This design comes from an exercise in tuning for small area on the open sky130 flow, not from production work. In this exercise RTL edits were held to simulation tests only and were not proved equivalent to the original. Power and IR drop assume default switching activity.

==> 12-28: inputs <==
Design iris_core, start of the top module:
module iris_core (
    input  wire        clk,
    input  wire        rst,         
    input  wire        cmd_valid,
    output wire        cmd_ready,
    input  wire [39:0] cmd,
    output reg         rsp_valid,
    output wire [39:0] rsp
);
export LEC_CHECK = 0
export CAP_MARGIN = 20
export CORE_MARGIN = 2
export CORE_UTILIZATION = 60
export PLACE_DENSITY = 0.75
export SLEW_MARGIN = 20
create_clock -name core_clock -period 10.0 [get_ports {clk}]
standard.sh (not shown) runs the stock make flow with config.mk's settings and CLKGATE_MAP_FILE= SYNTH_SCRIPT=/design/flow/synth_recipe.tcl, a recipe that flattens the netlist after the stock synthesis.
==> flow/flow/run.sh <==
#!/bin/bash
# Own layout flow: the standard ORFS flow, with an area-oriented ABC
# script in synthesis and CTS arguments from flow/cts_args (if present).
# Each tool's full output goes to a log file in the work folder.
set -euo pipefail
W=$(pwd)
export AREA_ABC_SCRIPT=$W/flow/area.abc
export FLOW_SYNTH_TCL=$W/synth_recipe.tcl
# flow settings from the standard flow's config.mk, also on make's command line (as standard.sh does)
knobs=()
while read -r k v; do
  knobs+=("$k=$v")
done < <(sed -n 's/^export \(CAP_MARGIN\|CORE_MARGIN\|CORE_UTILIZATION\|PLACE_DENSITY\|SLEW_MARGIN\|CTS_CLUSTER_SIZE\|CTS_CLUSTER_DIAMETER\|CTS_BUF_LIST\|DIE_AREA\|CORE_AREA\|GPL_TIMING_DRIVEN\|GPL_ROUTABILITY_DRIVEN\) = \(.*\)$/\1 \2/p' config.mk)
export SKIP_REPAIR_TIE_FANOUT=1
# every port keeps its buffer; the smallest buffer cell is enough here
export BUFFER_PORTS_ARGS="-buffer_cell sky130_fd_sc_hd__buf_1"
if [[ -f flow/cts_args ]]; then
  export CTS_ARGS="$(cat flow/cts_args)"
fi
make -C "$FLOW_HOME" DESIGN_CONFIG="$W/config.mk" WORK_HOME="$W/orfs" CLKGATE_MAP_FILE= \
  SYNTH_SCRIPT="$W/flow/synth.tcl" "${knobs[@]}" finish > "$W/make_flow.log" 2>&1
R="$W/orfs/results/${FLOW_PLATFORM:-sky130hd}/iris_core/base"
: # left out here: write the final layout as DEF
==> flow/flow/area.abc <==
strash
&get -n
&deepsyn -T 20
&put
dch -f
amap
topo
==> flow/flow/cts_args <==
-sink_clustering_enable -repair_clock_nets -dont_use_dummy_load -sink_clustering_size 28 -sink_clustering_max_diameter 100
==> flow/flow/synth.tcl <==
# Standard synthesis (synth_recipe.tcl, sourced below) with one change: the
# combinational mapping runs an area-oriented ABC script (flow/area.abc)
# instead of ORFS's delay-oriented one. Registers are mapped before ABC
# runs and ABC never sees them, so they are the standard synthesis's.
proc abc {args} {
  set i [lsearch $args -script]
  if {$i >= 0} {
    set args [lreplace $args [expr {$i + 1}] [expr {$i + 1}] $::env(AREA_ABC_SCRIPT)]
  }
  puts "area flow: abc $args"
  yosys abc {*}$args
}
source $::env(FLOW_SYNTH_TCL)
==> 12-25 (differences from 12-28) <==
==> flow/flow/cts_args (replaced) <==
-sink_clustering_enable -repair_clock_nets -dont_use_dummy_load -sink_clustering_size 24 -sink_clustering_max_diameter 120
- CORE_UTILIZATION: 60 -> 40
- PLACE_DENSITY: 0.75 -> 0.6
==> run summary <==
Against 12-25, the count of clock-buffer cells in the layout of 12-28 is lower by 3.
Synthesized cell count is the same in 12-25 and 12-28.
Power: 12-25 is higher than 12-28 (1.8%).
Of 12-28 and 12-25, 12-25 has the higher critical path depth (gap 1).

---

==> build 32: inputs <==
iris_core, a different RTL version from the one above (not shown whole).
==> flow/config.mk <==
export PLATFORM = sky130hd
export DESIGN_NAME = iris_core
export DESIGN_NICKNAME = iris_core
export VERILOG_FILES = /design/flow/design.v
export SDC_FILE = /design/flow/constraint.sdc
export NUM_CORES = 4
export LEC_CHECK = 0
export CAP_MARGIN = 20
export CORE_MARGIN = 2
export CORE_UTILIZATION = 65
export PLACE_DENSITY = 0.8
export SLEW_MARGIN = 20
==> flow/constraint.sdc <==
create_clock -name core_clock -period 10.0 [get_ports {clk}]
set_input_delay 2.0000 -clock core_clock [delete_from_list [all_inputs] [get_ports {clk}]]
set_output_delay 2.0000 -clock core_clock [all_outputs]
set_load 0.01 [all_outputs]
==> flow/flow/cts_args <==
-sink_clustering_enable -repair_clock_nets -dont_use_dummy_load -sink_clustering_size 30 -sink_clustering_max_diameter 90
Scripts as last shown in full above: flow/flow/run.sh, flow/flow/area.abc, flow/flow/synth.tcl
==> inputs of build 45, as changes to build 32 <==
--- a/flow/flow/run.sh
+++ b/flow/flow/run.sh
@@ -1,6 +1,8 @@
 #!/bin/bash
 # Own layout flow: the standard ORFS flow, with an area-oriented ABC
-# script in synthesis and CTS arguments from flow/cts_args (if present).
+# script in synthesis (flow/area.abc, adders left to ABC), port buffers of
+# the smallest buffer cell, one tie cell for the constant outputs, and CTS
+# arguments from flow/cts_args (no dummy loads, larger sink clusters).
 # Each tool's full output goes to a log file in the work folder.
 set -euo pipefail
 W=$(pwd)
@@ -17,7 +19,9 @@
 if [[ -f flow/cts_args ]]; then
   export CTS_ARGS="$(cat flow/cts_args)"
 fi
+# ADDER_MAP_FILE empty: adders are left to ABC instead of being mapped to
+# half/full adder cells first (smaller here)
 make -C "$FLOW_HOME" DESIGN_CONFIG="$W/config.mk" WORK_HOME="$W/orfs" CLKGATE_MAP_FILE= \
-  SYNTH_SCRIPT="$W/flow/synth.tcl" "${knobs[@]}" finish > "$W/make_flow.log" 2>&1
+  ADDER_MAP_FILE= SYNTH_SCRIPT="$W/flow/synth.tcl" "${knobs[@]}" finish > "$W/make_flow.log" 2>&1
 R="$W/orfs/results/${FLOW_PLATFORM:-sky130hd}/iris_core/base"
 : # left out here: write the final layout as DEF
==> flow/flow/area.abc (replaced) <==
strash
&get -n
&deepsyn -T 20
&put
dch -f
amap
strash
&get -n
&deepsyn -T 20
&put
dch -f
amap
topo
==> metrics.md <==
| Metric | Value |
|---|---|
| HPWL Detailed | 32800 um |
| Leakage power | 6.45 nW |
| Placement Setup Slack | 2390 ps |
| Outcome | no timing/DRC/antenna violations |
Source of the figures above: build 32

==> metrics.md <==
| Metric | Value |
|---|---|
| Met1 GRT Util | 42.9% |
| CP max FO | 8 |
| Hold Vio Cnt, Final | 0 |
| Port bufs | 57 |
| GP Congestion | 1.03 |
| HPWL Detailed | 29800 um |
| Placement Setup Slack | 2660 ps |
| FFs & Latches | 563 |
| Outcome | no timing/DRC/antenna violations |
Source of the figures above: build 45

-- re-timing with driven ports --
How much do the figures lean on ideal ports? The routed layouts below were timed once more, with nothing changed but the port constraints.
Step 1, drivers: a clkbuf_16 drives clk and a buf_2 each remaining input, both assumed.
Step 2 times the ports against the registers' clock, not the clock port: input delays grow and output delays shrink by t, the midpoint of the rising clock arrivals with the driver on.
a / b / c = ideal / step 1 / step 2; a / b = the first two.
| run | t (ns) | setup slack, ns | cell pins on the clock port's net |
|---|---|---|---|
| 12-28 | 0.596 | 2.316 / 2.294 / 1.878 | 1 |
| 12-25 | 0.624 | 2.116 / 2.063 / 1.766 | 1 |
| build 32 | 0.579 | 2.362 / 2.342 / 2.154 | 1 |
| build 45 | 0.581 | 2.489 / 2.457 / 2.315 | 1 |
After both steps setup and hold are still met in every run listed. The setup slack of 12-28, which loses most, moves by -0.022 ns with the drivers and by -0.438 ns with both steps.
